Source: an optimization exercise on an open RTL-to-GDS flow (aim: small area, a short achievable clock period and few clock cycles per item). Production flows keep margins and buffers that such runs may drop. The RTL was checked by simulation tests, not by an equivalence proof against the original design.

## flow/design.v (module list and top-level ports; edited modules follow where they fit)
// module fp_rnd: 31 lines
// module fp_add_align: 39 lines
// module fp_add_sum: 9 lines
// module fp_add_norm: 26 lines
// module fp_mul_tree: 2051 lines
// module fp_div: 148 lines
// module fpu: 235 lines
// module fp_prenorm: 19 lines
module fpu (
    input  wire        clk,
    input  wire        rst,
    input  wire        in_valid,
    output wire        in_ready,
    input  wire [3:0]  op,
    input  wire [31:0] a,
    input  wire [31:0] b,
    output reg         out_valid,
    output reg  [31:0] y,
    output reg         fault
);
  // ...
==> flow/run.sh <==
#!/bin/bash
# synth_recipe.tcl (not shown) runs the flow's synth.tcl, then flattens the netlist and writes it again
# the make line also repeats each setting of config.mk as NAME=value (left out here)
make -C /OpenROAD-flow-scripts/flow DESIGN_CONFIG=/design/flow/config.mk WORK_HOME=/design/flow/orfs CLKGATE_MAP_FILE= SYNTH_SCRIPT=/design/flow/synth_recipe.tcl finish
==> flow/config.mk <==
export PLATFORM = sky130hd
export DESIGN_NAME = fpu
export DESIGN_NICKNAME = fpu
export VERILOG_FILES = /design/flow/design.v
export SDC_FILE = /design/flow/constraint.sdc
export NUM_CORES = 4
export LEC_CHECK = 0
export ABC_CLOCK_PERIOD_IN_PS = 4000
export CAP_MARGIN = 20
export CORE_MARGIN = 2
export CORE_UTILIZATION = 55
export SLEW_MARGIN = 20
==> flow/constraint.sdc <==
create_clock -name core_clock -period 17.0 [get_ports {clk}]
set_input_delay 3.4000 -clock core_clock [delete_from_list [all_inputs] [get_ports {clk}]]
set_output_delay 3.4000 -clock core_clock [all_outputs]
set_load 0.01 [all_outputs]
==> metrics.yaml, run 1 <==
syn_area_per_cell_um2: 9.44
non_clock_inverter_count: 683
grt_start_max_net_pins: 76
multi_input_area_um2: 44200
worstSetupPathType: "flop to flop"
run_status: "complete, no violations"
multi_input_gates: 5533
routed_via_density: 6.23
maxCapViolCount: 0
post_cts_buffers: 0
cts_tree: "yes"
largest_reg_flops: 288
cts.sinks: 1116
cpMaxStageDelayCell: "ha_1"
hold_start: "ey1[15]"
dieWidth_um: 370
tap_cells: 1768
hold-worst-slack_ns: 0.290
pre_cts_ws_ns: 9.43
fillers: 11500
final_common_cell: "dfxtp_1"
grt_overflow: 0
antenna_left: 0
syn-cell-area_um2: 73600
wl_per_cell_um: 25.0
worstMarginPinSlew_ns: 1.22
place_hpwl_um: 180000
grt_usage_pct: 34.4
ys_warn_count: 7
ioPinCount: 106
synth_fa_ha_area_share_pct: 17.4
cp_top_family: "adder cells"
yosys.area.top_type: "dfxtp_1"
crit_path_start: "nb1[1]"
drcViolationCount: 0
hold_path_end: "ey2[15]"
numPortBuffers: 105
ys_seq_area_share_pct: 34.1
post-synth-top-count-cell: "dfxtp_1"
Testbench counts, summed over its fixed seeds: cycles 13,447, items 9,600.
==> module fp_div, before the edit <==
module fp_div #(
    parameter R = 5,
    parameter K = 5
) (
    input  wire              clk,
    input  wire              rst,
    input  wire              start,
    input  wire [23:0]       na,       
    input  wire [23:0]       nb,       
    input  wire              alb,      
    input  wire signed [9:0] ediff,    
    input  wire              sign,
    output wire              busy,     
    output wire              busy_nx,  
    output wire [31:0]       y
);
    localparam N = R * K;              
    reg [3:0]          cnt;            
    reg [27:0]         ws, wc;
    reg [23:0]         dv;
    reg                dp, dn;         
    reg [N-1:0]        qp, qn;
    reg signed [9:0]   ex;
    reg                sg;
    assign busy = (cnt > 4'd1);
    assign busy_nx = start ? 1'b1 : (cnt > 4'd2);
    wire [27:0] s0  = ws;
    wire [27:0] c0  = wc;
    wire        p0  = dp;
    wire        n0  = dn;
    wire [27:0] dd  = {3'b000, dv, 1'b0};
    function [1:0] sel;                
        input [3:0] a, b;
        reg [3:0] e;
        begin
            e   = a + b;
            sel = {~e[3], e[3] & ~(&e)};
        end
    endfunction
    integer i;
    reg [27:0] s, c, s2, c2, x, sp, cp, sz, cz, sn, cn, mp, mz, mn, mx;
    reg        pos, neg;
    reg [1:0]  qa, qz, qm;
    reg [R-1:0] qpi, qni;
    always @* begin
        s   = s0;
        c   = c0;
        pos = p0;
        neg = n0;
        for (i = 0; i < R; i = i + 1) begin
            qpi[R-1-i] = pos;
            qni[R-1-i] = neg;
            s2 = {s[26:0], 1'b0};
            c2 = {c[26:0], 1'b0};
            sp = s2 ^ c2 ^ ~dd;
            mp = (s2 & c2) | ((s2 | c2) & ~dd);
            cp = {mp[26:0], 1'b1};
            sz = s2 ^ c2;
            mz = s2 & c2;
            cz = {mz[26:0], 1'b0};
            sn = s2 ^ c2 ^ dd;
            mn = (s2 & c2) | ((s2 | c2) & dd);
            cn = {mn[26:0], 1'b0};
            qa = sel(sp[26:23], cp[26:23]);
            qz = sel(sz[26:23], cz[26:23]);
            qm = sel(sn[26:23], cn[26:23]);
            x  = pos ? ~dd : (neg ? dd : 28'd0);
            s  = s2 ^ c2 ^ x;
            mx = (s2 & c2) | ((s2 | c2) & x);
            c  = {mx[26:0], pos};
            {pos, neg} = pos ? qa : (neg ? qm : qz);
        end
    end
    reg [27:0]       wsf, wcf;
    reg [23:0]       dvf;
    reg signed [9:0] exf;
    reg              sgf;
    wire run = (cnt != 4'd0);
    always @(posedge clk) begin
        if (rst) begin
            cnt <= 4'd0;
        end else if (start) begin
            cnt <= K;
        end else if (cnt != 4'd0) begin
            cnt <= cnt - 4'd1;
        end
        if (start) begin
            ws <= alb ? {3'd0, na, 1'b0} : {4'd0, na};
            wc <= 28'd0;
            dp <= 1'b1;
            dn <= 1'b0;
            dv <= nb;
            ex <= alb ? ediff - 10'sd1 : ediff;
            sg <= sign;
        end else if (run) begin
            ws <= s;
            wc <= c;
            dp <= pos;
            dn <= neg;
        end
        if (run) begin
            qp <= {qp[N-R-1:0], qpi};
            qn <= {qn[N-R-1:0], qni};
        end
        if (cnt == 4'd1) begin
            wsf <= s;
            wcf <= c;
            dvf <= dv;
            exf <= ex;
            sgf <= sg;
        end
    end
        reg [N-1:0] p1q;
    reg         p1neg, p1nz, p1nzd;
    reg signed [9:0] p1ex;
    reg         p1sg;
    wire [27:0] ddv = {3'b000, dvf, 1'b0};
    wire [27:0] w   = wsf + wcf;
    always @(posedge clk) begin
        p1q   <= qp - qn;
        p1neg <= w[27];
        p1nz  <= (w != 28'd0);
        p1nzd <= ((wsf + wcf + ddv) != 28'd0);
        p1ex  <= exf;
        p1sg  <= sgf;
    end
    reg [N-1:0]       p2q;
    reg               p2st, p2den, p2ov0, p2ov1;
    reg [4:0]         p2rs;
    reg signed [10:0] p2be;
    reg               p2sg;
    wire signed [10:0] be2  = $signed({p1ex[9], p1ex}) + 11'sd127;
    wire signed [10:0] rsw2 = 11'sd1 - be2;
    always @(posedge clk) begin
        p2q   <= p1q - {{(N-1){1'b0}}, p1neg};
        p2st  <= p1neg ? p1nzd : p1nz;
        p2den <= (be2 <= 11'sd0);
        p2rs  <= (be2 > 11'sd0) ? 5'd0 : (rsw2 > 11'sd31) ? 5'd31 : rsw2[4:0];
        p2be  <= be2;
        p2sg  <= p1sg;
    end
    wire [N+1:0] p2x  = {p2q, 2'b00};
    wire [25:0]  p2m  = p2x[N+1:N-24];
    wire         p2lo = |p2x[N-25:0];
    fp_rnd u_rnd (
        .sign(p2sg), .be(p2be), .den(p2den), .rs(p2rs), .m(p2m), .sticky(p2st | p2lo), .y(y)
    );
endmodule
==> module fpu, before the edit <==
module fpu (
    input  wire        clk,
    input  wire        rst,
    input  wire        in_valid,
    output wire        in_ready,
    input  wire [3:0]  op,
    input  wire [31:0] a,
    input  wire [31:0] b,
    output reg         out_valid,
    output reg  [31:0] y,
    output reg         fault
);
    localparam [3:0] OP_ADD = 4'd0, OP_SUB = 4'd1, OP_MUL = 4'd2, OP_DIV = 4'd3,
                     OP_XOR = 4'd4, OP_AND = 4'd5, OP_FROMBITS = 4'd6,
                     OP_TOBITS = 4'd7, OP_FLIPSIGN = 4'd12;
    localparam [31:0] QNAN = 32'h7FC00000;
    localparam K = 9;                
    localparam R = 3;                
    localparam NDL = K - 1;          
    reg        v0;
    reg [3:0]  op0;
    reg [31:0] a0, b0;
    reg        div0;
    wire       div_busy, div_busy_nx;
    reg        v1, div1;
    wire       go0 = v0 && (!div0 || !div_busy);
    reg        rdy;
    assign in_ready = rdy;
    wire       nv0   = rdy ? in_valid : v0;
    wire       ndiv0 = rdy ? (op == OP_DIV) : div0;
    always @(posedge clk) begin
        if (rst) begin
            v0  <= 1'b0;
            rdy <= 1'b1;
        end else begin
            if (in_ready) v0 <= in_valid;
            rdy <= !(nv0 && ndiv0 && div_busy_nx);
        end
        if (in_ready) begin
            op0  <= op;
            a0   <= a;
            b0   <= b;
            div0 <= (op == OP_DIV);
        end
    end
    wire is_add = (op0 == OP_ADD) || (op0 == OP_SUB);
    wire is_mul = (op0 == OP_MUL);
    wire is_div = div0;
    wire [31:0] bf = (op0 == OP_SUB) ? {~b0[31], b0[30:0]} : b0;
    wire [7:0]  ea = a0[30:23], eb = b0[30:23];
    wire a_nan  = (ea == 8'hFF) && (a0[22:0] != 0);
    wire b_nan  = (eb == 8'hFF) && (b0[22:0] != 0);
    wire a_inf  = (ea == 8'hFF) && (a0[22:0] == 0);
    wire b_inf  = (eb == 8'hFF) && (b0[22:0] == 0);
    wire a_zero = (a0[30:0] == 31'd0);
    wire b_zero = (b0[30:0] == 31'd0);
    wire sx     = a0[31] ^ b0[31];
    reg        ey_use, ey_fault;
    reg [31:0] ey;
    always @* begin
        ey_use   = 1'b1;
        ey_fault = 1'b0;
        ey       = 32'd0;
        case (op0)
            OP_ADD, OP_SUB: begin
                if (a_nan)                 ey = a0;
                else if (b_nan)            ey = bf;
                else if (a_inf && b_inf)   ey = (a0[31] == bf[31]) ? a0 : QNAN;
                else if (a_inf)            ey = a0;
                else if (b_inf)            ey = bf;
                else if (a_zero && b_zero) ey = (a0[31] == bf[31]) ? a0 : 32'd0;
                else if (a_zero)           ey = bf;
                else if (b_zero)           ey = a0;
                else                       ey_use = 1'b0;
            end
            OP_MUL: begin
                if (a_nan)                 ey = a0;
                else if (b_nan)            ey = b0;
                else if (a_inf || b_inf)   ey = (a_zero || b_zero) ? QNAN : {sx, 8'hFF, 23'd0};
                else if (a_zero || b_zero) ey = {sx, 31'd0};
                else                       ey_use = 1'b0;
            end
            OP_DIV: begin
                if (a_nan)                 ey = a0;
                else if (b_nan)            ey = b0;
                else if (a_inf)            ey = b_inf ? QNAN : {sx, 8'hFF, 23'd0};
                else if (b_inf)            ey = {sx, 31'd0};
                else if (b_zero)           ey = a_zero ? QNAN : {sx, 8'hFF, 23'd0};
                else if (a_zero)           ey = {sx, 31'd0};
                else                       ey_use = 1'b0;
            end
            OP_XOR:                 ey = a0 ^ b0;
            OP_AND:                 ey = a0 & b0;
            OP_FROMBITS, OP_TOBITS: ey = a0;
            OP_FLIPSIGN:            ey = {~a0[31], a0[30:0]};
            default:                ey_fault = 1'b1;
        endcase
    end
    wire [23:0] na, nb;
    wire signed [9:0] xa, xb;
    fp_prenorm u_pna (.e(ea), .f(a0[22:0]), .n(na), .x(xa));
    fp_prenorm u_pnb (.e(eb), .f(b0[22:0]), .n(nb), .x(xb));
    wire [23:0] am1;
    wire [26:0] am2;
    wire [7:0]  ae1;
    wire        asres, aeffsub;
    fp_add_align u_aal (
        .a(a0), .b(bf), .m1(am1), .m2al(am2), .e1(ae1), .sres(asres), .effsub(aeffsub)
    );
    wire [31:0] div_y;
    fp_div #(.R(R), .K(K)) u_div (
        .clk(clk), .rst(rst), .start(go0 && div0),
        .na(na), .nb(nb), .alb(na < nb), .ediff(xa - xb), .sign(sx),
        .busy(div_busy), .busy_nx(div_busy_nx), .y(div_y)
    );
    reg        add1, use1, flt1, sg1;
    reg [31:0] ey1;
    reg [23:0] na1, nb1;
    reg signed [9:0] xs1;
    reg [23:0] am1_1;
    reg [26:0] am2_1;
    reg [7:0]  ae1_1;
    reg        aeff1;
    always @(posedge clk) begin
        if (rst) v1 <= 1'b0;
        else     v1 <= go0;
        add1 <= is_add;
        div1 <= is_div;
        use1 <= ey_use;
        flt1 <= ey_fault;
        ey1  <= ey;
        sg1  <= is_add ? asres : sx;
        na1  <= na;
        nb1  <= nb;
        xs1  <= xa + xb;
        am1_1 <= am1;
        am2_1 <= am2;
        ae1_1 <= ae1;
        aeff1 <= aeffsub;
    end
    wire signed [10:0] mbl = $signed({xs1[9], xs1}) + 11'sd127;
    wire signed [10:0] mbh = $signed({xs1[9], xs1}) + 11'sd128;
    wire signed [10:0] mrl = 11'sd1 - mbl;
    wire signed [10:0] mrh = 11'sd1 - mbh;
    wire [47:0] p0, p1;
    fp_mul_tree u_mt (.x(na1), .y(nb1), .p0(p0), .p1(p1));
    wire [47:0] prod = p0 + p1;
    wire [27:0] asum;
    fp_add_sum u_as (.m1(am1_1), .m2al(am2_1), .effsub(aeff1), .sum(asum));
    reg        v2, add2, div2, use2, flt2, sg2;
    reg [31:0] ey2;
    reg [26:0] pr2;             
    reg        pz2;             
    reg signed [10:0] mbe2, mbh2;
    reg        mdl2, mdh2;
    reg [4:0]  mrl2, mrh2;
    reg [27:0] asum2;
    reg [7:0]  ae1_2;
    always @(posedge clk) begin
        if (rst) v2 <= 1'b0;
        else     v2 <= v1;
        add2 <= add1;
        div2 <= div1;
        use2 <= use1;
        flt2 <= flt1;
        ey2  <= ey1;
        sg2  <= sg1;
        pr2  <= prod[47:21];
        pz2  <= ((p0[20:0] ^ p1[20:0]) == {p0[19:0] | p1[19:0], 1'b0});
        mbe2 <= mbl;
        mbh2 <= mbh;
        mdl2 <= (mbl <= 11'sd0);
        mdh2 <= (mbh <= 11'sd0);
        mrl2 <= (mbl > 11'sd0) ? 5'd0 : (mrl > 11'sd31) ? 5'd31 : mrl[4:0];
        mrh2 <= (mbh > 11'sd0) ? 5'd0 : (mrh > 11'sd31) ? 5'd31 : mrh[4:0];
        asum2 <= asum;
        ae1_2 <= ae1_1;
    end
    wire        ph   = pr2[26];
    wire [25:0] mm   = ph ? pr2[26:1] : pr2[25:0];
    wire        mst  = !pz2 | (ph & pr2[0]);
    wire signed [10:0] mbe = ph ? mbh2 : mbe2;
    wire        mden = ph ? mdh2 : mdl2;
    wire [4:0]  mrs  = ph ? mrh2 : mrl2;
    wire [25:0] am;
    wire        ast, aden, azero;
    wire signed [10:0] abe;
    wire [4:0]  ars;
    fp_add_norm u_an (
        .sum(asum2), .e1(ae1_2), .m(am), .sticky(ast), .be(abe), .den(aden),
        .rs(ars), .zero(azero)
    );
    reg        v3, div3, use3, flt3, sg3, den3, st3, zero3;
    reg [31:0] ey3;
    reg [25:0] m3;
    reg signed [10:0] be3;
    reg [4:0]  rs3;
    always @(posedge clk) begin
        if (rst) v3 <= 1'b0;
        else     v3 <= v2;
        div3  <= div2;
        use3  <= use2;
        flt3  <= flt2;
        ey3   <= ey2;
        sg3   <= sg2;
        m3    <= add2 ? am : mm;
        st3   <= add2 ? ast : mst;
        be3   <= add2 ? abe : mbe;
        den3  <= add2 ? aden : mden;
        rs3   <= add2 ? ars : mrs;
        zero3 <= add2 && azero;
    end
    wire [31:0] ry;
    fp_rnd u_rnd (
        .sign(sg3), .be(be3), .den(den3), .rs(rs3), .m(m3), .sticky(st3), .y(ry)
    );
    reg [NDL:0] dl_v, dl_d, dl_f;
    reg [31:0]  dl_y [0:NDL];
    integer j;
    always @(posedge clk) begin
        if (rst) dl_v <= 0;
        else     dl_v <= {dl_v[NDL-1:0], v3};
        dl_d <= {dl_d[NDL-1:0], div3 && !use3};
        dl_f <= {dl_f[NDL-1:0], flt3};
        dl_y[0] <= use3 ? ey3 : (zero3 ? 32'd0 : ry);
        for (j = 1; j <= NDL; j = j + 1)
            dl_y[j] <= dl_y[j-1];
    end
    always @(posedge clk) begin
        if (rst) out_valid <= 1'b0;
        else     out_valid <= dl_v[NDL];
        y     <= dl_d[NDL] ? div_y : dl_y[NDL];
        fault <= dl_f[NDL];
    end
endmodule
==> inputs of run 2 (changes only) <==
--- a/flow/design.v
+++ b/flow/design.v
@@ -2266,40 +2266,33 @@
             sgf <= sg;
         end
     end
-        reg [N-1:0] p1q;
-    reg         p1neg, p1nz, p1nzd;
-    reg signed [9:0] p1ex;
-    reg         p1sg;
+    reg [N-1:0]       p1q0, p1q1;
+    reg               p1neg, p1nz, p1nzd, p1den;
+    reg [4:0]         p1rs;
+    reg signed [10:0] p1be;
+    reg               p1sg;
     wire [27:0] ddv = {3'b000, dvf, 1'b0};
     wire [27:0] w   = wsf + wcf;
+    wire signed [10:0] be1  = $signed({exf[9], exf}) + 11'sd127;
+    wire signed [10:0] rsw1 = 11'sd1 - be1;
     always @(posedge clk) begin
-        p1q   <= qp - qn;
+        p1q0  <= qp - qn;
+        p1q1  <= qp + ~qn;
         p1neg <= w[27];
         p1nz  <= (w != 28'd0);
         p1nzd <= ((wsf + wcf + ddv) != 28'd0);
-        p1ex  <= exf;
+        p1den <= (be1 <= 11'sd0);
+        p1rs  <= (be1 > 11'sd0) ? 5'd0 : (rsw1 > 11'sd31) ? 5'd31 : rsw1[4:0];
+        p1be  <= be1;
         p1sg  <= sgf;
     end
-    reg [N-1:0]       p2q;
-    reg               p2st, p2den, p2ov0, p2ov1;
-    reg [4:0]         p2rs;
-    reg signed [10:0] p2be;
-    reg               p2sg;
-    wire signed [10:0] be2  = $signed({p1ex[9], p1ex}) + 11'sd127;
-    wire signed [10:0] rsw2 = 11'sd1 - be2;
-    always @(posedge clk) begin
-        p2q   <= p1q - {{(N-1){1'b0}}, p1neg};
-        p2st  <= p1neg ? p1nzd : p1nz;
-        p2den <= (be2 <= 11'sd0);
-        p2rs  <= (be2 > 11'sd0) ? 5'd0 : (rsw2 > 11'sd31) ? 5'd31 : rsw2[4:0];
-        p2be  <= be2;
-        p2sg  <= p1sg;
-    end
+    wire [N-1:0] p2q  = p1neg ? p1q1 : p1q0;
+    wire         p2st = p1neg ? p1nzd : p1nz;
     wire [N+1:0] p2x  = {p2q, 2'b00};
     wire [25:0]  p2m  = p2x[N+1:N-24];
     wire         p2lo = |p2x[N-25:0];
     fp_rnd u_rnd (
-        .sign(p2sg), .be(p2be), .den(p2den), .rs(p2rs), .m(p2m), .sticky(p2st | p2lo), .y(y)
+        .sign(p1sg), .be(p1be), .den(p1den), .rs(p1rs), .m(p2m), .sticky(p2st | p2lo), .y(y)
     );
 endmodule
 module fpu (
@@ -2320,7 +2313,7 @@
     localparam [31:0] QNAN = 32'h7FC00000;
     localparam K = 9;                
     localparam R = 3;                
-    localparam NDL = K - 1;          
+    localparam NDL = K - 2;          
     reg        v0;
     reg [3:0]  op0;
     reg [31:0] a0, b0;
@@ -2418,7 +2411,6 @@
         .busy(div_busy), .busy_nx(div_busy_nx), .y(div_y)
     );
     reg        add1, use1, flt1, sg1;
-    reg [31:0] ey1;
     reg [23:0] na1, nb1;
     reg signed [9:0] xs1;
     reg [23:0] am1_1;
@@ -2432,14 +2424,13 @@
         div1 <= is_div;
         use1 <= ey_use;
         flt1 <= ey_fault;
-        ey1  <= ey;
         sg1  <= is_add ? asres : sx;
         na1  <= na;
         nb1  <= nb;
         xs1  <= xa + xb;
-        am1_1 <= am1;
+        am1_1 <= ey_use ? ey[23:0] : am1;      
         am2_1 <= am2;
-        ae1_1 <= ae1;
+        ae1_1 <= ey_use ? ey[31:24] : ae1;     
         aeff1 <= aeffsub;
     end
     wire signed [10:0] mbl = $signed({xs1[9], xs1}) + 11'sd127;
@@ -2448,12 +2439,12 @@
     wire signed [10:0] mrh = 11'sd1 - mbh;
     wire [47:0] p0, p1;
     fp_mul_tree u_mt (.x(na1), .y(nb1), .p0(p0), .p1(p1));
-    wire [47:0] prod = p0 + p1;
+    wire [21:0] plo = {1'b0, p0[20:0]} + {1'b0, p1[20:0]};
     wire [27:0] asum;
     fp_add_sum u_as (.m1(am1_1), .m2al(am2_1), .effsub(aeff1), .sum(asum));
     reg        v2, add2, div2, use2, flt2, sg2;
-    reg [31:0] ey2;
-    reg [26:0] pr2;             
+    reg [26:0] ph0_2, ph1_2;    
+    reg        pc2;             
     reg        pz2;             
     reg signed [10:0] mbe2, mbh2;
     reg        mdl2, mdh2;
@@ -2467,9 +2458,10 @@
         div2 <= div1;
         use2 <= use1;
         flt2 <= flt1;
-        ey2  <= ey1;
         sg2  <= sg1;
-        pr2  <= prod[47:21];
+        ph0_2 <= p0[47:21];
+        ph1_2 <= p1[47:21];
+        pc2  <= plo[21];
         pz2  <= ((p0[20:0] ^ p1[20:0]) == {p0[19:0] | p1[19:0], 1'b0});
         mbe2 <= mbl;
         mbh2 <= mbh;
@@ -2477,9 +2469,10 @@
         mdh2 <= (mbh <= 11'sd0);
         mrl2 <= (mbl > 11'sd0) ? 5'd0 : (mrl > 11'sd31) ? 5'd31 : mrl[4:0];
         mrh2 <= (mbh > 11'sd0) ? 5'd0 : (mrh > 11'sd31) ? 5'd31 : mrh[4:0];
-        asum2 <= asum;
+        asum2 <= use1 ? {4'd0, am1_1} : asum;
         ae1_2 <= ae1_1;
     end
+    wire [26:0] pr2  = ph0_2 + ph1_2 + {26'd0, pc2};
     wire        ph   = pr2[26];
     wire [25:0] mm   = ph ? pr2[26:1] : pr2[25:0];
     wire        mst  = !pz2 | (ph & pr2[0]);
@@ -2495,7 +2488,6 @@
         .rs(ars), .zero(azero)
     );
     reg        v3, div3, use3, flt3, sg3, den3, st3, zero3;
-    reg [31:0] ey3;
     reg [25:0] m3;
     reg signed [10:0] be3;
     reg [4:0]  rs3;
@@ -2505,11 +2497,10 @@
         div3  <= div2;
         use3  <= use2;
         flt3  <= flt2;
-        ey3   <= ey2;
         sg3   <= sg2;
-        m3    <= add2 ? am : mm;
+        m3    <= use2 ? {2'd0, asum2[23:0]} : add2 ? am : mm;
         st3   <= add2 ? ast : mst;
-        be3   <= add2 ? abe : mbe;
+        be3   <= use2 ? {3'd0, ae1_2} : add2 ? abe : mbe;
         den3  <= add2 ? aden : mden;
         rs3   <= add2 ? ars : mrs;
         zero3 <= add2 && azero;
@@ -2526,7 +2517,7 @@
         else     dl_v <= {dl_v[NDL-1:0], v3};
         dl_d <= {dl_d[NDL-1:0], div3 && !use3};
         dl_f <= {dl_f[NDL-1:0], flt3};
-        dl_y[0] <= use3 ? ey3 : (zero3 ? 32'd0 : ry);
+        dl_y[0] <= use3 ? {be3[7:0], m3[23:0]} : (zero3 ? 32'd0 : ry);
         for (j = 1; j <= NDL; j = j + 1)
             dl_y[j] <= dl_y[j-1];
     end
--- a/flow/config.mk
+++ b/flow/config.mk
@@ -8,5 +8,5 @@
 export ABC_CLOCK_PERIOD_IN_PS = 4000
 export CAP_MARGIN = 20
 export CORE_MARGIN = 2
-export CORE_UTILIZATION = 55
+export CORE_UTILIZATION = 62
 export SLEW_MARGIN = 20
==> metrics.yaml, run 2 <==
antenna_found_initial: 17
cp-start-kind: "flop"
setup_viol: 0
maxCapViolCount: 0  # unchanged
synthesis.nets: 8954
worstSetupPathType: "flop to flop"
syn_area_per_cell_um2: 9.13  # -3.3%
netlist.area_leader.share_pct: 19.8
area_growth_pct: 7.63
multi_input_area_um2: 46200  # +4.4%
clock_skew_ns: 0.0662
grt_usage_pct: 39.7  # +5.3 points
final_cell_mix: "dfxtp_1 (717), inv_1 (701), nand2_1 (642), a21oi_1 (603), nor2_1 (499)"
rows: 126
cts_max_path_buffers: 3
regArea_um2: 22800
drv_slew: 0
finalInstanceArea_um2: 79200
cp_cell_sequence: "nor4_1 > nand3_1 > nor3_1 > o211ai_1 > nand2_1 > a21oi_1 > a31oi_1 > o21ai_0 > mux2_2 > a211oi_1 > inv_1 > ha_1 > and4_1 > nand2_1 > or3_1 > o311a_1 > o211ai_1 > a21oi_4 > buf_4 > mux2i_1 > nor2_1 > a21o_1"
place_hpwl_um: 181000  # +0.40%
ys_warn_count: 7  # unchanged
fmax_ghz: 0.137
core-area_um2: 118000
grt_pass1_wl_um: 370000
synth_flop_cell: "dfxtp_1"
dp.cells: 9333
grt_overflow: 0  # unchanged
drcViolationCount: 0  # unchanged
worstMarginPinSlew_ns: 1.30  # +0.0813 ns
critPathCaptureType: "flop"
period_needed_ns: 7.30
ys_ff_latch: 1001
critPathBufInv: 2
crit_arrival_ns: 7.80
clkLatencyLatePin_ns: 0.75
synthArstFlopShare_pct: 0
cp_max_fo: 40
syn-cell-area_um2: 73600  # about the same
largest_reg_flops: 256  # -11%
post_cts_buffers: 0  # unchanged
yosys.area.top_type: "dfxtp_1"
synth_common_cells: "dfxtp_1 (729), inv_1 (701), nand2_1 (644)"
synth_cell_types: 112
antenna_left: 0  # unchanged
ys_seq_area_share_pct: 30.9  # -3.1 points
grt_pass1_vias: 61800
worstPathRequired_ns: 17.50
wl_per_cell_um: 25.7  # +2.7%
max_stage_delay_ns: 0.61
cp_top_family: "simple AND/OR/NAND/NOR gates"
wirelength_um: 245000
top_register: "dl_y"
die-area_um2: 121000
fin_cells: 9519
ioPinCount: 106  # unchanged
final_common_cell: "dfxtp_1"
numPortBuffers: 105  # unchanged
die_y_um: 349
post-synth-top-count-cell: "dfxtp_1"
num_vias: 62800
synth_edf_count: 272
hold_viol: 0
postCtsHoldBufs: 0
grt_start_max_net_pins: 80  # +5.3%
place_area_um2: 75700
drt_iter0_markers: 7393
cpMaxStageDelayCell: "nand2_1"
initial_core_util_pct: 62.4
run_status: "complete, no violations"
firstDrtPassIters: 7
gp_congestion: 1.06
routed_via_density: 6.60  # +5.9%
layout-drive-gt1-share_pct: 7.19
fillers: 9179  # -20%
cts_htree_levels: 3
cts_inserted_buffers: 99
cts_resized: 0
clockRootBuffer: "clkbuf_16"
dieWidth_um: 349  # -5.7%
rsz0062_at_grt: "no"
synthCells: 8065
cts.sinks: 1001  # -10%
clk_pin_slew_ns: 0.07
layout_worst_path_cycle_share_pct: 43.0
fin_nets: 8789
synth.area.top_cells: "dfxtp_1 (20%), edfxtp_1 (11%), fa_1 (9.4%)"
tns_ns: 0
cts_tree: "yes"
relSlewSlack_pct: 12.2
hold_class: "flop to flop"
## run 2: cell types whose count changed in the layout (fill, tap and decap cells not counted), moves of 24 or more
cell and delta:
a21oi_1 +148, dfxtp_1 -118, xor2_1 +68, nor2_1 +48, xnor2_1 -45, nand2_1 +40, inv_1 +39, o21ai_0 +30
a211oi_1 -26, o221ai_1 -25, mux4_2 +24
## run 2: per-layer routing
layer,share of wire [%],vias up,wire length (µm),GRT usage [%]
met4,6.8,18,16600,23.0
met5,0.045,-,110,0
met3,10,927,25300,8.56
met1,38,30000,93300,50.2
met2,45,3835,109000,62.9
li1,-,28000,-,-
## run 2: worst paths after layout
kind | startpoint | endpoint | slack [ns] | depth (start not counted)
setup reg to reg | a0[30] | u_div.ws[1] | 9.70 | 22
setup / recovery | a0[30] | u_div.ws[1] | 9.70 | 22
hold / removal | ae1_1[3] | ae1_2[3] | 0.30 | 0
hold reg to reg | ae1_1[3] | ae1_2[3] | 0.30 | 0
## run 2: cell families after synthesis
kind of cell / after synthesis / share of synthesized area [%]
adder cells (fa/ha/maj): 822 / 17.5
XOR/XNOR: 646 / 7.69
multiplexers: 384 / 6.86
flip-flops: 1001 / 30.9
AO/OA/AOI/OAI: 2094 / 18.5
buffers and inverters: 1233 / 6.59
AND/OR/NAND/NOR: 1885 / 12.0
## run 2: worst register-to-register path: cells and delay by family, from the launching register on
kind,cells,cell delay (ns)
AND/OR/NAND/NOR,8,2.86
AO/OA/AOI/OAI,9,2.29
flip-flops,1,0.58
multiplexers,2,0.57
buffers and inverters,2,0.44
adder cells (fa/ha/maj),1,0.34
## run 2: stage by stage
stage	hold WS, ns	worst slack, ns	util [%]
6_report	0.300	9.70	67.2
5_1_grt	0.304	9.15	67.2
4_1_cts	0.301	9.84	67.1
3_5_place_dp	0.312	9.82	64.2
3_3_place_gp	0.310	9.84	64.2
2_1_floorplan	0.310	11.09	-
## run 2: area by class of cell
class | instances | share of cell area (%)
multi-input combinational | 5831 | 58.3
sequential | 1001 | 28.8
clock buffer | 127 | 3.40
inverter | 717 | 3.40
timing repair buffer | 250 | 2.73
tap | 1536 | 2.43
clock inverter | 55 | 1.01
antenna | 2 | 0.00632
Testbench counts of run 2, summed over its fixed seeds: cycles 13,439, items 9,600.
==> module fp_prenorm, before the edit <==
module fp_prenorm (
    input  wire [7:0]        e,
    input  wire [22:0]       f,
    output wire [23:0]       n,
    output wire signed [9:0] x
);
    integer i;
    reg [4:0] lz;
    always @* begin
        lz = 5'd0;
        if (e == 8'd0) begin
            lz = 5'd24;
            for (i = 0; i < 23; i = i + 1)
                if (f[i]) lz = 23 - i;
        end
    end
    assign n = {e != 8'd0, f} << lz;
    assign x = ((e == 8'd0) ? -10'sd126 : $signed({2'd0, e}) - 10'sd127) - $signed({5'd0, lz});
endmodule
==> inputs of run 3 (changes only) <==
--- a/flow/design.v
+++ b/flow/design.v
@@ -2163,8 +2163,8 @@
     input  wire              start,
     input  wire [23:0]       na,       
     input  wire [23:0]       nb,       
-    input  wire              alb,      
-    input  wire signed [9:0] ediff,    
+    input  wire signed [9:0] ee,       
+    input  wire signed [6:0] el,       
     input  wire              sign,
     output wire              busy,     
     output wire              busy_nx,  
@@ -2176,7 +2176,8 @@
     reg [23:0]         dv;
     reg                dp, dn;         
     reg [N-1:0]        qp, qn;
-    reg signed [9:0]   ex;
+    reg signed [9:0]   exe;
+    reg signed [6:0]   exl;
     reg                sg;
     assign busy = (cnt > 4'd1);
     assign busy_nx = start ? 1'b1 : (cnt > 4'd2);
@@ -2241,12 +2242,13 @@
             cnt <= cnt - 4'd1;
         end
         if (start) begin
-            ws <= alb ? {3'd0, na, 1'b0} : {4'd0, na};
+            ws <= {4'd0, na};
             wc <= 28'd0;
             dp <= 1'b1;
             dn <= 1'b0;
             dv <= nb;
-            ex <= alb ? ediff - 10'sd1 : ediff;
+            exe <= ee;
+            exl <= el;
             sg <= sign;
         end else if (run) begin
             ws <= s;
@@ -2262,37 +2264,44 @@
             wsf <= s;
             wcf <= c;
             dvf <= dv;
-            exf <= ex;
+            exf <= exe - {{3{exl[6]}}, exl};
             sgf <= sg;
         end
     end
     reg [N-1:0]       p1q0, p1q1;
-    reg               p1neg, p1nz, p1nzd, p1den;
-    reg [4:0]         p1rs;
-    reg signed [10:0] p1be;
+    reg               p1neg, p1nz, p1nzd, p1dh, p1dl;
+    reg [4:0]         p1rh, p1rl;
+    reg signed [10:0] p1bh, p1bl;
     reg               p1sg;
     wire [27:0] ddv = {3'b000, dvf, 1'b0};
     wire [27:0] w   = wsf + wcf;
-    wire signed [10:0] be1  = $signed({exf[9], exf}) + 11'sd127;
-    wire signed [10:0] rsw1 = 11'sd1 - be1;
+    wire signed [10:0] bh  = $signed({exf[9], exf}) + 11'sd127;
+    wire signed [10:0] bl  = $signed({exf[9], exf}) + 11'sd126;
+    wire signed [10:0] rh  = 11'sd1 - bh;
+    wire signed [10:0] rl  = 11'sd1 - bl;
     always @(posedge clk) begin
         p1q0  <= qp - qn;
         p1q1  <= qp + ~qn;
         p1neg <= w[27];
         p1nz  <= (w != 28'd0);
         p1nzd <= ((wsf + wcf + ddv) != 28'd0);
-        p1den <= (be1 <= 11'sd0);
-        p1rs  <= (be1 > 11'sd0) ? 5'd0 : (rsw1 > 11'sd31) ? 5'd31 : rsw1[4:0];
-        p1be  <= be1;
+        p1dh  <= (bh <= 11'sd0);
+        p1dl  <= (bl <= 11'sd0);
+        p1rh  <= (bh > 11'sd0) ? 5'd0 : (rh > 11'sd31) ? 5'd31 : rh[4:0];
+        p1rl  <= (bl > 11'sd0) ? 5'd0 : (rl > 11'sd31) ? 5'd31 : rl[4:0];
+        p1bh  <= bh;
+        p1bl  <= bl;
         p1sg  <= sgf;
     end
     wire [N-1:0] p2q  = p1neg ? p1q1 : p1q0;
     wire         p2st = p1neg ? p1nzd : p1nz;
+    wire         hi   = p2q[N-1];
     wire [N+1:0] p2x  = {p2q, 2'b00};
-    wire [25:0]  p2m  = p2x[N+1:N-24];
-    wire         p2lo = |p2x[N-25:0];
+    wire [25:0]  p2m  = hi ? p2x[N+1:N-24] : p2x[N:N-25];
+    wire         p2lo = hi ? |p2x[N-25:0] : |p2x[N-26:0];
     fp_rnd u_rnd (
-        .sign(p1sg), .be(p1be), .den(p1den), .rs(p1rs), .m(p2m), .sticky(p2st | p2lo), .y(y)
+        .sign(p1sg), .be(hi ? p1bh : p1bl), .den(hi ? p1dh : p1dl), .rs(hi ? p1rh : p1rl),
+        .m(p2m), .sticky(p2st | p2lo), .y(y)
     );
 endmodule
 module fpu (
@@ -2394,9 +2403,10 @@
         endcase
     end
     wire [23:0] na, nb;
-    wire signed [9:0] xa, xb;
-    fp_prenorm u_pna (.e(ea), .f(a0[22:0]), .n(na), .x(xa));
-    fp_prenorm u_pnb (.e(eb), .f(b0[22:0]), .n(nb), .x(xb));
+    wire [4:0] lza, lzb;
+    wire [7:0] efa, efb;
+    fp_prenorm u_pna (.e(ea), .f(a0[22:0]), .n(na), .lz(lza), .ef(efa));
+    fp_prenorm u_pnb (.e(eb), .f(b0[22:0]), .n(nb), .lz(lzb), .ef(efb));
     wire [23:0] am1;
     wire [26:0] am2;
     wire [7:0]  ae1;
@@ -2407,12 +2417,15 @@
     wire [31:0] div_y;
     fp_div #(.R(R), .K(K)) u_div (
         .clk(clk), .rst(rst), .start(go0 && div0),
-        .na(na), .nb(nb), .alb(na < nb), .ediff(xa - xb), .sign(sx),
+        .na(na), .nb(nb),
+        .ee($signed({2'd0, efa}) - $signed({2'd0, efb})),
+        .el($signed({2'd0, lza}) - $signed({2'd0, lzb})), .sign(sx),
         .busy(div_busy), .busy_nx(div_busy_nx), .y(div_y)
     );
     reg        add1, use1, flt1, sg1;
     reg [23:0] na1, nb1;
-    reg signed [9:0] xs1;
+    reg [8:0]  es1;              
+    reg [5:0]  lzs1;             
     reg [23:0] am1_1;
     reg [26:0] am2_1;
     reg [7:0]  ae1_1;
@@ -2427,14 +2440,15 @@
         sg1  <= is_add ? asres : sx;
         na1  <= na;
         nb1  <= nb;
-        xs1  <= xa + xb;
+        es1  <= {1'b0, efa} + {1'b0, efb};
+        lzs1 <= {1'b0, lza} + {1'b0, lzb};
         am1_1 <= ey_use ? ey[23:0] : am1;      
         am2_1 <= am2;
         ae1_1 <= ey_use ? ey[31:24] : ae1;     
         aeff1 <= aeffsub;
     end
-    wire signed [10:0] mbl = $signed({xs1[9], xs1}) + 11'sd127;
-    wire signed [10:0] mbh = $signed({xs1[9], xs1}) + 11'sd128;
+    wire signed [10:0] mbl = $signed({2'd0, es1}) - $signed({5'd0, lzs1}) - 11'sd127;
+    wire signed [10:0] mbh = $signed({2'd0, es1}) - $signed({5'd0, lzs1}) - 11'sd126;
     wire signed [10:0] mrl = 11'sd1 - mbl;
     wire signed [10:0] mrh = 11'sd1 - mbh;
     wire [47:0] p0, p1;
@@ -2529,13 +2543,13 @@
     end
 endmodule
 module fp_prenorm (
-    input  wire [7:0]        e,
-    input  wire [22:0]       f,
-    output wire [23:0]       n,
-    output wire signed [9:0] x
+    input  wire [7:0]  e,
+    input  wire [22:0] f,
+    output wire [23:0] n,
+    output reg  [4:0]  lz,
+    output wire [7:0]  ef        
 );
     integer i;
-    reg [4:0] lz;
     always @* begin
         lz = 5'd0;
         if (e == 8'd0) begin
@@ -2544,6 +2558,6 @@
                 if (f[i]) lz = 23 - i;
         end
     end
-    assign n = {e != 8'd0, f} << lz;
-    assign x = ((e == 8'd0) ? -10'sd126 : $signed({2'd0, e}) - 10'sd127) - $signed({5'd0, lz});
+    assign n  = {e != 8'd0, f} << lz;
+    assign ef = (e == 8'd0) ? 8'd1 : e;
 endmodule
==> metrics.yaml, run 3 <==
synth_edf_count: 275  # +1.1%
worstSetupPathType: "flop to flop"
hold_class: "flop to flop"
core-area_um2: 118000  # -0.27%
cts_htree_levels: 3  # unchanged
hold_viol: 0  # unchanged
clockRootBuffer: "clkbuf_16"
routed_via_density: 6.47  # -1.9%
drv_slew: 0  # unchanged
fmax_ghz: 0.160  # +17%
firstDrtPassIters: 7  # unchanged
synth_flop_cell: "dfxtp_1"
rsz0062_at_grt: "no"
clkLatencyLatePin_ns: 0.74  # about the same
ys_seq_area_share_pct: 31.8  # +0.92 points
yosys.area.top_type: "dfxtp_1"
tns_ns: 0  # unchanged
hold-worst-slack_ns: 0.303  # +0.00258 ns
syn-cell-area_um2: 73300  # -0.46%
multi_input_area_um2: 45300  # -1.8%
grt_usage_pct: 37.5  # -2.3 points
critPathCaptureType: "flop"
synth.area.top_cells: "dfxtp_1 (21%), edfxtp_1 (11%), fa_1 (9.5%)"
finalInstanceArea_um2: 79200  # about the same
regArea_um2: 23300  # +2.5%
final_cell_mix: "dfxtp_1 (747), inv_1 (729), nand2_1 (597), a21oi_1 (509), nor2_1 (504)"
cp_max_fo: 7  # -83%
place_hpwl_um: 173000  # -4.5%
layout-drive-gt1-share_pct: 6.97  # -0.22 points
place_area_um2: 75600  # -0.15%
rows: 126  # unchanged
grt_pass1_vias: 59400  # -3.8%
drt_iter0_markers: 7547  # +2.1%
worstMarginPinSlew_ns: 1.28  # -0.0184 ns
area_growth_pct: 8.05
postCtsHoldBufs: 0  # unchanged
top_register: "dl_y"
post-synth-top-count-cell: "dfxtp_1"
ys_warn_count: 7  # unchanged
syn_area_per_cell_um2: 9.11  # -0.14%
relSlewSlack_pct: 13.6  # +1.4 points
dieWidth_um: 348  # -0.23%
fillers: 9369  # +2.1%
synthArstFlopShare_pct: 0  # unchanged
layout_worst_path_cycle_share_pct: 36.7  # -6.2 points
post_cts_buffers: 0  # unchanged
worstPathRequired_ns: 17.62  # +0.12 ns
synth_common_cells: "dfxtp_1 (753), inv_1 (730), nand2_1 (597)"
num_vias: 61700  # -1.8%
crit_arrival_ns: 6.87  # -0.93 ns
synthCells: 8039  # -0.32%
synth_cell_types: 102  # -8.9%
maxCapViolCount: 0  # unchanged
gp_congestion: 1.01  # -5.4%
fin_nets: 8770  # -0.22%
wirelength_um: 231000  # -5.7%
clk_pin_slew_ns: 0.06  # about the same
cts_tree: "yes"
period_needed_ns: 6.24  # -1.06 ns
netlist.area_leader.share_pct: 20.6  # +0.75 points
numPortBuffers: 105  # unchanged
initial_core_util_pct: 62.3  # -0.12 points
ioPinCount: 106  # unchanged
die-area_um2: 121000  # -0.46%
setup_viol: 0  # unchanged
die_y_um: 348  # -0.23%
antenna_left: 0  # unchanged
wl_per_cell_um: 24.2  # -5.8%
cts_resized: 0  # unchanged
cp-start-kind: "flop"
grt_start_max_net_pins: 76  # -5.0%
run_status: "complete, no violations"
largest_reg_flops: 256  # unchanged
drcViolationCount: 0  # unchanged
cts_max_path_buffers: 3  # unchanged
pre_cts_ws_ns: 10.67  # +0.841 ns
synthesis.nets: 8919  # -0.39%
cts_inserted_buffers: 103  # +4.0%
final_common_cell: "dfxtp_1"
antenna_found_initial: 33  # +16
cts.sinks: 1028  # +2.7%
grt_pass1_wl_um: 353000  # -4.8%
grt_overflow: 0  # unchanged
ys_ff_latch: 1028  # +2.7%
clock_skew_ns: 0.0602  # -0.00593 ns
setup_ws_ns: 10.76  # +1.06 ns
run 3: cell types whose count changed in the layout (fill, tap and decap cells not counted), moves of 20 or more:
cell      delta
a21oi_1     -94
a211oi_1    +47
nand2_1     -45
dfxtp_1     +30
inv_1       +28
mux4_2      -25
nor3_1      +25
xnor2_1     -25
a21o_1      +22
nand3_1     -21
a22o_1      -20
nand2b_1    +20
run 3: path summary, 6_finish.rpt:
check	startpoint	to	slack (ns)	cells after the start
min reg2reg	dl_y[4][31]	dl_y[5][31]	0.30	0
max reg2reg	u_div.wcf[8]	u_div.p1nzd	10.76	20
min	dl_y[4][31]	dl_y[5][31]	0.30	0
max	u_div.wcf[8]	u_div.p1nzd	10.76	20
run 3: stage by stage:
| step | util (%) | instances |
|---|---|---|
| floorplan | - | 8039 |
| global placement | 64.2 | 9320 |
| detailed placement | 64.2 | 9320 |
| CTS | 67.3 | 9514 |
| global route | 67.3 | 9516 |
| finish | 67.3 | 9528 |
run 3: kinds of logic after synthesis:
logic type               share of synthesized area, %
AO/OA/AOI/OAI                                    18.3
XOR/XNOR                                         7.69
adder cells (fa/ha/maj)                          17.5
buffers and inverters                            6.57
flip-flops                                       31.8
multiplexers                                     6.07
AND/OR/NAND/NOR                                  12.0
run 3: layer usage:
metal | global-route usage (%) | up-vias | share of wire (%)
li1 | - | 27900 | -
met1 | 51.2 | 29500 | 41
met2 | 57.0 | 3550 | 43
met3 | 8.08 | 702 | 10
met4 | 17.0 | 14 | 5.0
met5 | 0 | - | 0.039
run 3: cell type report:
class                           instances  area share [%]
Multi-Input combinational cell       5758            57.3
Antenna cell                           13          0.0411
Tap cell                             1536            2.43
Inverter                              743            3.53
Clock buffer                          135            3.63
Clock inverter                         59           0.850
Sequential cell                      1028            29.5
Timing Repair Buffer                  256            2.76
run 3: worst max-delay path: stages, from the launching register on:
cell and delay [ns]:
edfxtp_1 0.38, ha_1 0.38, a2111oi_0 0.78, nand2_1 0.19, o21ai_0 0.41, a21oi_1 0.17
o41ai_1 0.60, o21ai_0 0.32, xor2_1 0.22, ha_1 0.41, o21a_1 0.15, nor2_1 0.11
xor2_1 0.16, nand4_1 0.12, nor4_1 0.26, nand4_1 0.12, a2111oi_0 0.36, and4_1 0.24
o2111ai_1 0.12, a221o_1 0.28, a2111o_1 0.34
Testbench counts of run 3, summed over its fixed seeds: cycles 13,439, items 9,600.
==> inputs of run 4 (changes only) <==
--- a/flow/design.v
+++ b/flow/design.v
@@ -2171,16 +2171,112 @@
     output wire [31:0]       y
 );
     localparam N = R * K;              
+    wire             ba, bb, bna, bnb, la, lb;
+    wire [27:0]      sa, ca, sb, cb;
+    wire [23:0]      dva, dvb;
+    wire signed [9:0] exa, exb;
+    wire             sga, sgb;
+    wire [N-1:0]     qpa, qna, qpb, qnb;
+    wire             sta = start && !ba;
+    wire             stb = start && ba;
+    assign busy    = ba && bb;
+    assign busy_nx = bna && bnb;
+    fp_div_it #(.R(R), .K(K)) u_a (
+        .clk(clk), .rst(rst), .start(sta), .na(na), .nb(nb), .ee(ee), .el(el), .sign(sign),
+        .busy(ba), .busy_nx(bna), .last(la), .s(sa), .c(ca), .dv(dva), .ex(exa), .sg(sga),
+        .qp(qpa), .qn(qna)
+    );
+    fp_div_it #(.R(R), .K(K)) u_b (
+        .clk(clk), .rst(rst), .start(stb), .na(na), .nb(nb), .ee(ee), .el(el), .sign(sign),
+        .busy(bb), .busy_nx(bnb), .last(lb), .s(sb), .c(cb), .dv(dvb), .ex(exb), .sg(sgb),
+        .qp(qpb), .qn(qnb)
+    );
+    reg [27:0]       wsf, wcf;
+    reg [23:0]       dvf;
+    reg signed [9:0] exf;
+    reg              sgf;
+    reg              selb;             
+    always @(posedge clk) begin
+        if (la || lb) begin
+            wsf <= la ? sa : sb;
+            wcf <= la ? ca : cb;
+            dvf <= la ? dva : dvb;
+            exf <= la ? exa : exb;
+            sgf <= la ? sga : sgb;
+        end
+        selb <= lb;
+    end
+    wire [N-1:0] qp = selb ? qpb : qpa;
+    wire [N-1:0] qn = selb ? qnb : qna;
+    reg [N-1:0]       p1q0, p1q1;
+    reg               p1neg, p1nz, p1nzd, p1dh, p1dl;
+    reg [4:0]         p1rh, p1rl;
+    reg signed [10:0] p1bh, p1bl;
+    reg               p1sg;
+    wire [27:0] ddv = {3'b000, dvf, 1'b0};
+    wire [27:0] w   = wsf + wcf;
+    wire signed [10:0] bh  = $signed({exf[9], exf}) + 11'sd127;
+    wire signed [10:0] bl  = $signed({exf[9], exf}) + 11'sd126;
+    wire signed [10:0] rh  = 11'sd1 - bh;
+    wire signed [10:0] rl  = 11'sd1 - bl;
+    always @(posedge clk) begin
+        p1q0  <= qp - qn;
+        p1q1  <= qp + ~qn;
+        p1neg <= w[27];
+        p1nz  <= (w != 28'd0);
+        p1nzd <= ((wsf + wcf + ddv) != 28'd0);
+        p1dh  <= (bh <= 11'sd0);
+        p1dl  <= (bl <= 11'sd0);
+        p1rh  <= (bh > 11'sd0) ? 5'd0 : (rh > 11'sd31) ? 5'd31 : rh[4:0];
+        p1rl  <= (bl > 11'sd0) ? 5'd0 : (rl > 11'sd31) ? 5'd31 : rl[4:0];
+        p1bh  <= bh;
+        p1bl  <= bl;
+        p1sg  <= sgf;
+    end
+    wire [N-1:0] p2q  = p1neg ? p1q1 : p1q0;
+    wire         p2st = p1neg ? p1nzd : p1nz;
+    wire         hi   = p2q[N-1];
+    wire [N+1:0] p2x  = {p2q, 2'b00};
+    wire [25:0]  p2m  = hi ? p2x[N+1:N-24] : p2x[N:N-25];
+    wire         p2lo = hi ? |p2x[N-25:0] : |p2x[N-26:0];
+    fp_rnd u_rnd (
+        .sign(p1sg), .be(hi ? p1bh : p1bl), .den(hi ? p1dh : p1dl), .rs(hi ? p1rh : p1rl),
+        .m(p2m), .sticky(p2st | p2lo), .y(y)
+    );
+endmodule
+module fp_div_it #(
+    parameter R = 5,
+    parameter K = 5
+) (
+    input  wire              clk,
+    input  wire              rst,
+    input  wire              start,
+    input  wire [23:0]       na,
+    input  wire [23:0]       nb,
+    input  wire signed [9:0] ee,
+    input  wire signed [6:0] el,
+    input  wire              sign,
+    output wire              busy,     
+    output wire              busy_nx,  
+    output wire              last,     
+    output reg  [27:0]       s,        
+    output reg  [27:0]       c,
+    output reg  [23:0]       dv,
+    output wire signed [9:0] ex,
+    output reg               sg,
+    output reg  [R*K-1:0]    qp,
+    output reg  [R*K-1:0]    qn
+);
+    localparam N = R * K;
     reg [3:0]          cnt;            
     reg [27:0]         ws, wc;
-    reg [23:0]         dv;
     reg                dp, dn;         
-    reg [N-1:0]        qp, qn;
     reg signed [9:0]   exe;
     reg signed [6:0]   exl;
-    reg                sg;
-    assign busy = (cnt > 4'd1);
+    assign busy    = (cnt > 4'd1);
     assign busy_nx = start ? 1'b1 : (cnt > 4'd2);
+    assign last    = (cnt == 4'd1);
+    assign ex      = exe - {{3{exl[6]}}, exl};
     wire [27:0] s0  = ws;
     wire [27:0] c0  = wc;
     wire        p0  = dp;
@@ -2195,7 +2291,7 @@
         end
     endfunction
     integer i;
-    reg [27:0] s, c, s2, c2, x, sp, cp, sz, cz, sn, cn, mp, mz, mn, mx;
+    reg [27:0] s2, c2, x, sp, cp, sz, cz, sn, cn, mp, mz, mn, mx;
     reg        pos, neg;
     reg [1:0]  qa, qz, qm;
     reg [R-1:0] qpi, qni;
@@ -2228,10 +2324,6 @@
             {pos, neg} = pos ? qa : (neg ? qm : qz);
         end
     end
-    reg [27:0]       wsf, wcf;
-    reg [23:0]       dvf;
-    reg signed [9:0] exf;
-    reg              sgf;
     wire run = (cnt != 4'd0);
     always @(posedge clk) begin
         if (rst) begin
@@ -2242,14 +2334,14 @@
             cnt <= cnt - 4'd1;
         end
         if (start) begin
-            ws <= {4'd0, na};
-            wc <= 28'd0;
-            dp <= 1'b1;
-            dn <= 1'b0;
-            dv <= nb;
+            ws  <= {4'd0, na};
+            wc  <= 28'd0;
+            dp  <= 1'b1;
+            dn  <= 1'b0;
+            dv  <= nb;
             exe <= ee;
             exl <= el;
-            sg <= sign;
+            sg  <= sign;
         end else if (run) begin
             ws <= s;
             wc <= c;
@@ -2260,49 +2352,7 @@
             qp <= {qp[N-R-1:0], qpi};
             qn <= {qn[N-R-1:0], qni};
         end
-        if (cnt == 4'd1) begin
-            wsf <= s;
-            wcf <= c;
-            dvf <= dv;
-            exf <= exe - {{3{exl[6]}}, exl};
-            sgf <= sg;
-        end
     end
-    reg [N-1:0]       p1q0, p1q1;
-    reg               p1neg, p1nz, p1nzd, p1dh, p1dl;
-    reg [4:0]         p1rh, p1rl;
-    reg signed [10:0] p1bh, p1bl;
-    reg               p1sg;
-    wire [27:0] ddv = {3'b000, dvf, 1'b0};
-    wire [27:0] w   = wsf + wcf;
-    wire signed [10:0] bh  = $signed({exf[9], exf}) + 11'sd127;
-    wire signed [10:0] bl  = $signed({exf[9], exf}) + 11'sd126;
-    wire signed [10:0] rh  = 11'sd1 - bh;
-    wire signed [10:0] rl  = 11'sd1 - bl;
-    always @(posedge clk) begin
-        p1q0  <= qp - qn;
-        p1q1  <= qp + ~qn;
-        p1neg <= w[27];
-        p1nz  <= (w != 28'd0);
-        p1nzd <= ((wsf + wcf + ddv) != 28'd0);
-        p1dh  <= (bh <= 11'sd0);
-        p1dl  <= (bl <= 11'sd0);
-        p1rh  <= (bh > 11'sd0) ? 5'd0 : (rh > 11'sd31) ? 5'd31 : rh[4:0];
-        p1rl  <= (bl > 11'sd0) ? 5'd0 : (rl > 11'sd31) ? 5'd31 : rl[4:0];
-        p1bh  <= bh;
-        p1bl  <= bl;
-        p1sg  <= sgf;
-    end
-    wire [N-1:0] p2q  = p1neg ? p1q1 : p1q0;
-    wire         p2st = p1neg ? p1nzd : p1nz;
-    wire         hi   = p2q[N-1];
-    wire [N+1:0] p2x  = {p2q, 2'b00};
-    wire [25:0]  p2m  = hi ? p2x[N+1:N-24] : p2x[N:N-25];
-    wire         p2lo = hi ? |p2x[N-25:0] : |p2x[N-26:0];
-    fp_rnd u_rnd (
-        .sign(p1sg), .be(hi ? p1bh : p1bl), .den(hi ? p1dh : p1dl), .rs(hi ? p1rh : p1rl),
-        .m(p2m), .sticky(p2st | p2lo), .y(y)
-    );
 endmodule
 module fpu (
     input  wire        clk,
==> metrics.yaml, run 4 <==
run_status: "complete, no violations"
ioPinCount: 106  # unchanged
fmax_ghz: 0.151  # -5.9%
firstDrtPassIters: 9  # +2
synth_edf_count: 393  # +43%
place_hpwl_um: 208000  # +20%
hold_viol: 0  # unchanged
synth_common_cells: "nand2_1 (800), dfxtp_1 (787), inv_1 (761)"
cp-start-kind: "flop"
cp_max_fo: 27  # +20
hold_class: "flop to flop"
gp_congestion: 1.01  # about the same
num_vias: 72000  # +17%
layout_worst_path_cycle_share_pct: 39.0  # +2.3 points
fin_cells: 10900  # +14%
layout-drive-gt1-share_pct: 8.08  # +1.1 points
cts_resized: 0  # unchanged
ff2ff_path_depth: 18  # -10%
rows: 135  # +7.1%
syn-cell-area_um2: 84800  # +16%
routed_via_density: 6.61  # +2.2%
drv_slew: 0  # unchanged
wl_per_cell_um: 26.1  # +7.8%
fin_util_pct: 67.9  # +0.62 points
clkLatencyLatePin_ns: 0.82  # +0.08 ns
grt_pass1_wl_um: 431000  # +22%
cts_max_path_buffers: 3  # unchanged
worstSetupPathType: "flop to flop"
clock_skew_ns: 0.0643  # +0.00406 ns
hold_start: "dl_y[2][27]"
syn_area_per_cell_um2: 9.30  # +2.0%
hold_path_end: "dl_y[3][27]"
worstPathRequired_ns: 17.55  # -0.07 ns
grt_start_max_net_pins: 84  # +11%
timing.rr.start: "u_div.u_b.dp"
drt_iter0_markers: 9232  # +22%
fillers: 10600  # +13%
fin_nets: 10000  # +14%
die_y_um: 374  # +7.5%
critPathCaptureType: "flop"
final_cell_mix: "nand2_1 (800), dfxtp_1 (783), inv_1 (758), a21oi_1 (628), nor2_1 (540)"
setup_viol: 0  # unchanged
post-synth-top-count-cell: "nand2_1"
cts_htree_levels: 4  # +1
yosys.area.top_type: "dfxtp_1"
antenna_left: 0  # unchanged
period_needed_ns: 6.63  # +0.389 ns
ys_seq_area_share_pct: 32.5  # +0.64 points
dp.cells: 10600  # +14%
crit_arrival_ns: 7.18  # +0.31 ns
synth.area.top_cells: "dfxtp_1 (19%), edfxtp_1 (14%), fa_1 (10%)"
drcViolationCount: 0  # unchanged
wirelength_um: 284000  # +23%
post_cts_buffers: 0  # unchanged
antenna_found_initial: 14  # -58%
initial_core_util_pct: 62.5  # +0.24 points
die-area_um2: 140000  # +16%
worstMarginPinSlew_ns: 1.19  # -0.0952 ns
clk_pin_slew_ns: 0.06  # about the same
dieWidth_um: 374  # +7.5%
grt_usage_pct: 40.1  # +2.7 points
core-area_um2: 136000  # +15%
rsz0062_at_grt: "no"
synth_cell_types: 99  # -2.9%
r2r_slack_ns: 10.37  # -0.39 ns
cts_inserted_buffers: 130  # +26%
synthArstFlopShare_pct: 0  # unchanged
tns_ns: 0  # unchanged
grt_overflow: 0  # unchanged
maxCapViolCount: 0  # unchanged
hold-worst-slack_ns: 0.291  # -0.0119 ns
top_register: "dl_y"
cts_tree: "yes"
ys_ff_latch: 1180  # +15%
final_common_cell: "nand2_1"
whs_path_depth: 0  # unchanged
cts.sinks: 1180  # +15%
netlist.area_leader.share_pct: 18.6  # -2.0 points
numPortBuffers: 105  # unchanged
postCtsHoldBufs: 0  # unchanged
largest_reg_flops: 256  # unchanged
clockRootBuffer: "clkbuf_16"
synth_flop_cell: "dfxtp_1"
reg2reg_to: "u_div.u_b.ws[13]"
ys_warn_count: 8  # +1
synthesis.nets: 10200  # +14%
area_growth_pct: 8.63
grt_pass1_vias: 71100  # +20%
relSlewSlack_pct: 20.7  # +7.1 points
synthCells: 9123  # +13%
## run 4: cell count changes after synthesis, sizes merged, moves of 59 or more
cell	change
mux2	+109
clkbuf	+59
ha	+61
edfxtp	+118
nand2	+203
a21oi	+120
fa	+92
## run 4: final cells by class
cell class	count	area (µm²)	share of cell area, %
repair buffers	293	2470	2.68
inverters	781	2940	3.19
flip-flops and latches	1180	27600	29.9
multi-input cells	6589	52300	56.8
clock buffers	165	3580	3.88
clock inverters	76	1030	1.12
diodes	14	35.0	0.0380
well taps	1781	2230	2.42
## run 4: through the flow
step	setup slack, ns	area (µm²)
finish	10.37	92100
global route	10.01	92100
CTS	10.45	92000
detailed placement	10.46	87400
global placement	10.48	87400
floorplan	11.01	84800
## run 4: kinds of logic (layout without fill, tap and decap cells)
logic type	count (synthesis)	count (layout)	share of synthesized area, %
compound gates	2327	2327	17.9
xor+xnor	647	647	6.68
fa+ha+maj	970	970	18.2
buf+inv	1354	1315	6.07
flops	1180	1180	32.5
mux	482	482	6.89
other cells	0	14	0
simple gates	2163	2163	11.8
## run 4: metal layers
metal / vias to the layer above / GRT usage [%] / routed length, µm
li1: 31900 / - / -
met1: 34400 / 50.1 / 106000
met2: 4535 / 61.6 / 124000
met3: 1142 / 11.9 / 33100
met4: 6 / 24.1 / 20600
met5: - / 0 / 50
## run 4: critical path, cell delays in order (launching register included)
cell,delay (ns)
dfxtp_1,0.49
clkinv_1,0.79
o21ai_0,0.48
fa_1,0.51
inv_1,0.16
fa_1,0.50
inv_1,0.13
ha_1,0.24
a21o_1,0.17
a21oi_1,0.21
mux2i_1,0.12
xor2_1,0.15
o21a_1,0.36
clkinv_1,0.54
buf_4,0.42
nor2_1,0.12
a21oi_1,0.07
fa_1,0.61
mux2_2,0.30
## run 4: worst max path at each step
stage,from,endpoint,slack [ns],depth (start not counted)
after floorplan,u_div.u_a.dv[22],u_div.u_a.dp,11.01,22
after global placement,u_div.u_a.dp,u_div.wsf[6],10.48,18
after detailed placement,u_div.u_b.dp,u_div.wsf[7],10.46,18
after CTS,u_div.u_b.dp,u_div.u_b.ws[13],10.45,18
after global routing,u_div.u_b.dp,u_div.u_b.ws[13],10.01,18
final,u_div.u_b.dp,u_div.u_b.ws[13],10.37,18
Testbench counts of run 4, summed over its fixed seeds: cycles 10,382, items 9,600.
==> inputs of run 5 (changes only) <==
--- a/flow/design.v
+++ b/flow/design.v
@@ -2370,8 +2370,8 @@
                      OP_XOR = 4'd4, OP_AND = 4'd5, OP_FROMBITS = 4'd6,
                      OP_TOBITS = 4'd7, OP_FLIPSIGN = 4'd12;
     localparam [31:0] QNAN = 32'h7FC00000;
-    localparam K = 9;                
-    localparam R = 3;                
+    localparam K = 13;               
+    localparam R = 2;                
     localparam NDL = K - 2;          
     reg        v0;
     reg [3:0]  op0;
==> metrics.yaml, run 5 <==
run_status: "complete, no violations"
hold_path_end: "dl_y[7][7]"
ys_warn_count: 8  # unchanged
whs_path_depth: 0  # unchanged
synthArstFlopShare_pct: 0  # unchanged
worstMarginPinSlew_ns: 1.16  # -0.0320 ns
fin_nets: 9643  # -3.6%
grt_start_max_net_pins: 84  # unchanged
post-synth-top-count-cell: "dfxtp_1"
cts_resized: 0  # unchanged
ys_seq_area_share_pct: 35.6  # +3.2 points
worstSetupPathType: "flop to flop"
numPortBuffers: 105  # unchanged
hold_start: "dl_y[6][7]"
cts_tree: "yes"
wirelength_um: 261000  # -8.0%
wl_per_cell_um: 24.6  # -5.6%
grt_usage_pct: 36.9  # -3.3 points
synth.area.top_cells: "dfxtp_1 (22%), edfxtp_1 (14%), fa_1 (9.0%)"
final_common_cell: "dfxtp_1"
final_cell_mix: "dfxtp_1 (920), inv_1 (733), nand2_1 (718), nor2_1 (530), a21oi_1 (528)"
cts.sinks: 1314  # +11%
firstDrtPassIters: 7  # -2
clkLatencyLatePin_ns: 0.82  # about the same
fmax_ghz: 0.157  # +4.4%
synth_flop_cell: "dfxtp_1"
syn_area_per_cell_um2: 9.54  # +2.6%
cp_max_fo: 72  # +170%
grt_overflow: 0  # unchanged
die-area_um2: 140000  # -0.12%
cts_htree_levels: 4  # unchanged
drv_slew: 0  # unchanged
grt_pass1_wl_um: 402000  # -6.8%
synth_edf_count: 389  # -1.0%
ioPinCount: 106  # unchanged
ys_ff_latch: 1314  # +11%
maxCapViolCount: 0  # unchanged
layout_worst_path_cycle_share_pct: 37.4  # -1.6 points
layout-drive-gt1-share_pct: 8.45  # +0.37 points
synth_common_cells: "dfxtp_1 (925), inv_1 (734), nand2_1 (718)"
ff2ff_path_depth: 12  # -6
dieWidth_um: 374  # about the same
drcViolationCount: 0  # unchanged
die_y_um: 374  # about the same
num_vias: 68300  # -5.1%
largest_reg_flops: 384  # +50%
synthCells: 8881  # -2.7%
r2r_slack_ns: 10.65  # +0.28 ns
tns_ns: 0  # unchanged
relSlewSlack_pct: 23.0  # +2.3 points
hold_viol: 0  # unchanged
antenna_left: 0  # unchanged
setup_viol: 0  # unchanged
period_needed_ns: 6.35  # -0.280 ns
synth_cell_types: 93  # -6.1%
reg2reg_to: "y[21]"
clock_skew_ns: 0.0540  # -0.0103 ns
timing.rr.start: "u_div.p1neg"
clockRootBuffer: "clkbuf_16"
cts_inserted_buffers: 134  # +3.1%
drt_iter0_markers: 7467  # -19%
initial_core_util_pct: 62.5  # about the same
worstPathRequired_ns: 17.64  # +0.09 ns
hold_class: "flop to flop"
postCtsHoldBufs: 0  # unchanged
grt_pass1_vias: 68400  # -3.8%
pre_cts_ws_ns: 10.71  # +0.255 ns
rows: 135  # unchanged
synthesis.nets: 9821  # -3.3%
## run 5: cell types whose count changed after synthesis, moves of 25 or more
cell	change
o21ai_0	-51
nand2_1	-82
fa_1	-58
mux2_2	+47
ha_1	-35
inv_1	-27
dfxtp_1	+138
a21oi_1	-101
mux2i_1	+84
xor2_1	-25
a311o_1	-27
## run 5: critical path, cell delays in order, from the launching register on
cell	delay [ns]
dfxtp_4	0.96
mux2_4	0.75
mux2_2	0.81
nand2_1	0.37
nor3_1	0.28
a221oi_1	0.16
or4_1	0.51
a21oi_2	0.26
nand3_1	0.12
or4_1	0.76
mux2_4	0.44
o21ai_4	0.51
o22ai_1	0.19
## run 5: area by class of cell
class	count	area, µm²
clock buffer	175	3720
timing repair buffer	253	2170
clock inverter	70	986
multi-input combinational	6250	49700
inverter	750	2820
tap	1781	2230
antenna	3	7.51
sequential	1314	30200
fill	10400	43700
## run 5: layer usage
layer | wire [µm] | GRT usage [%] | part of all wire [%] | vias up
met5 | 54 | 0 | 0.021 | -
met4 | 15800 | 19.9 | 6.0 | 8
met3 | 23400 | 7.12 | 9.0 | 854
met2 | 120000 | 59.3 | 46 | 3721
met1 | 102000 | 47.1 | 39 | 32900
li1 | - | - | - | 30800
## run 5: logic make-up (layout without fill, tap and decap cells)
family | count (synthesis) | after routing | share of synthesized area (%)
compound gates | 2094 | 2094 | 16.1
simple gates | 2055 | 2055 | 11.3
buf+inv | 1317 | 1248 | 5.93
flops | 1314 | 1314 | 35.6
fa+ha+maj | 874 | 874 | 16.3
xor+xnor | 615 | 615 | 6.39
mux | 612 | 612 | 8.42
other cells | 0 | 3 | 0
## run 5: stage by stage
stage | util [%] | cells | instance area (µm²)
global route | 67.8 | 10600 | 91800
detailed placement | 64.3 | 10300 | 87100
global placement | 64.3 | 10300 | 87100
finish | 67.8 | 10600 | 91800
floorplan | - | 8881 | 84700
CTS | 67.7 | 10600 | 91800
## run 5: worst max-delay path by stage
stage	start	cells after the start	slack, ns	end
2_1_floorplan	rdy	0	11.72	in_ready
3_3_place_gp	nb1[1]	18	10.70	pz2
3_5_place_dp	nb1[1]	18	10.71	pz2
4_1_cts	nb1[1]	18	10.67	pz2
5_1_grt	u_div.p1neg	12	10.22	y[12]
6_report	u_div.p1neg	12	10.65	y[21]
Testbench counts of run 5, summed over its fixed seeds: cycles 11,397, items 9,600.

-- static timing again, ports no longer ideal --
The results above use ideal ports. As a check the final layouts listed here were re-extracted and re-timed, cells and wires unchanged. Step 1 (the two cells are an assumption about what drives the block):
set clk [get_ports {clk}]
set_driving_cell -lib_cell sky130_fd_sc_hd__clkbuf_16 $clk
set_driving_cell -lib_cell sky130_fd_sc_hd__buf_2 [delete_from_list [all_inputs] $clk]
Step 2 also shifts input and output timing later by t, the mid clock arrival at the registers, as if the neighbouring blocks saw the same clock. Slacks: ideal ports / drivers / drivers and shift; pairs: ideal ports / drivers.
run | t, ns | setup slack, ns | cell pins on the clock port's net
run 1 | 0.814 | 9.312 / 9.312 / 9.312 | 1
run 2 | 0.790 | 9.697 / 9.697 / 9.697 | 1
run 3 | 0.785 | 10.756 / 10.756 / 10.756 | 1
run 4 | 0.875 | 10.366 / 10.366 / 10.366 | 1
run 5 | 0.863 | 10.646 / 10.646 / 10.646 | 1
After both steps setup and hold are still met in every run listed.
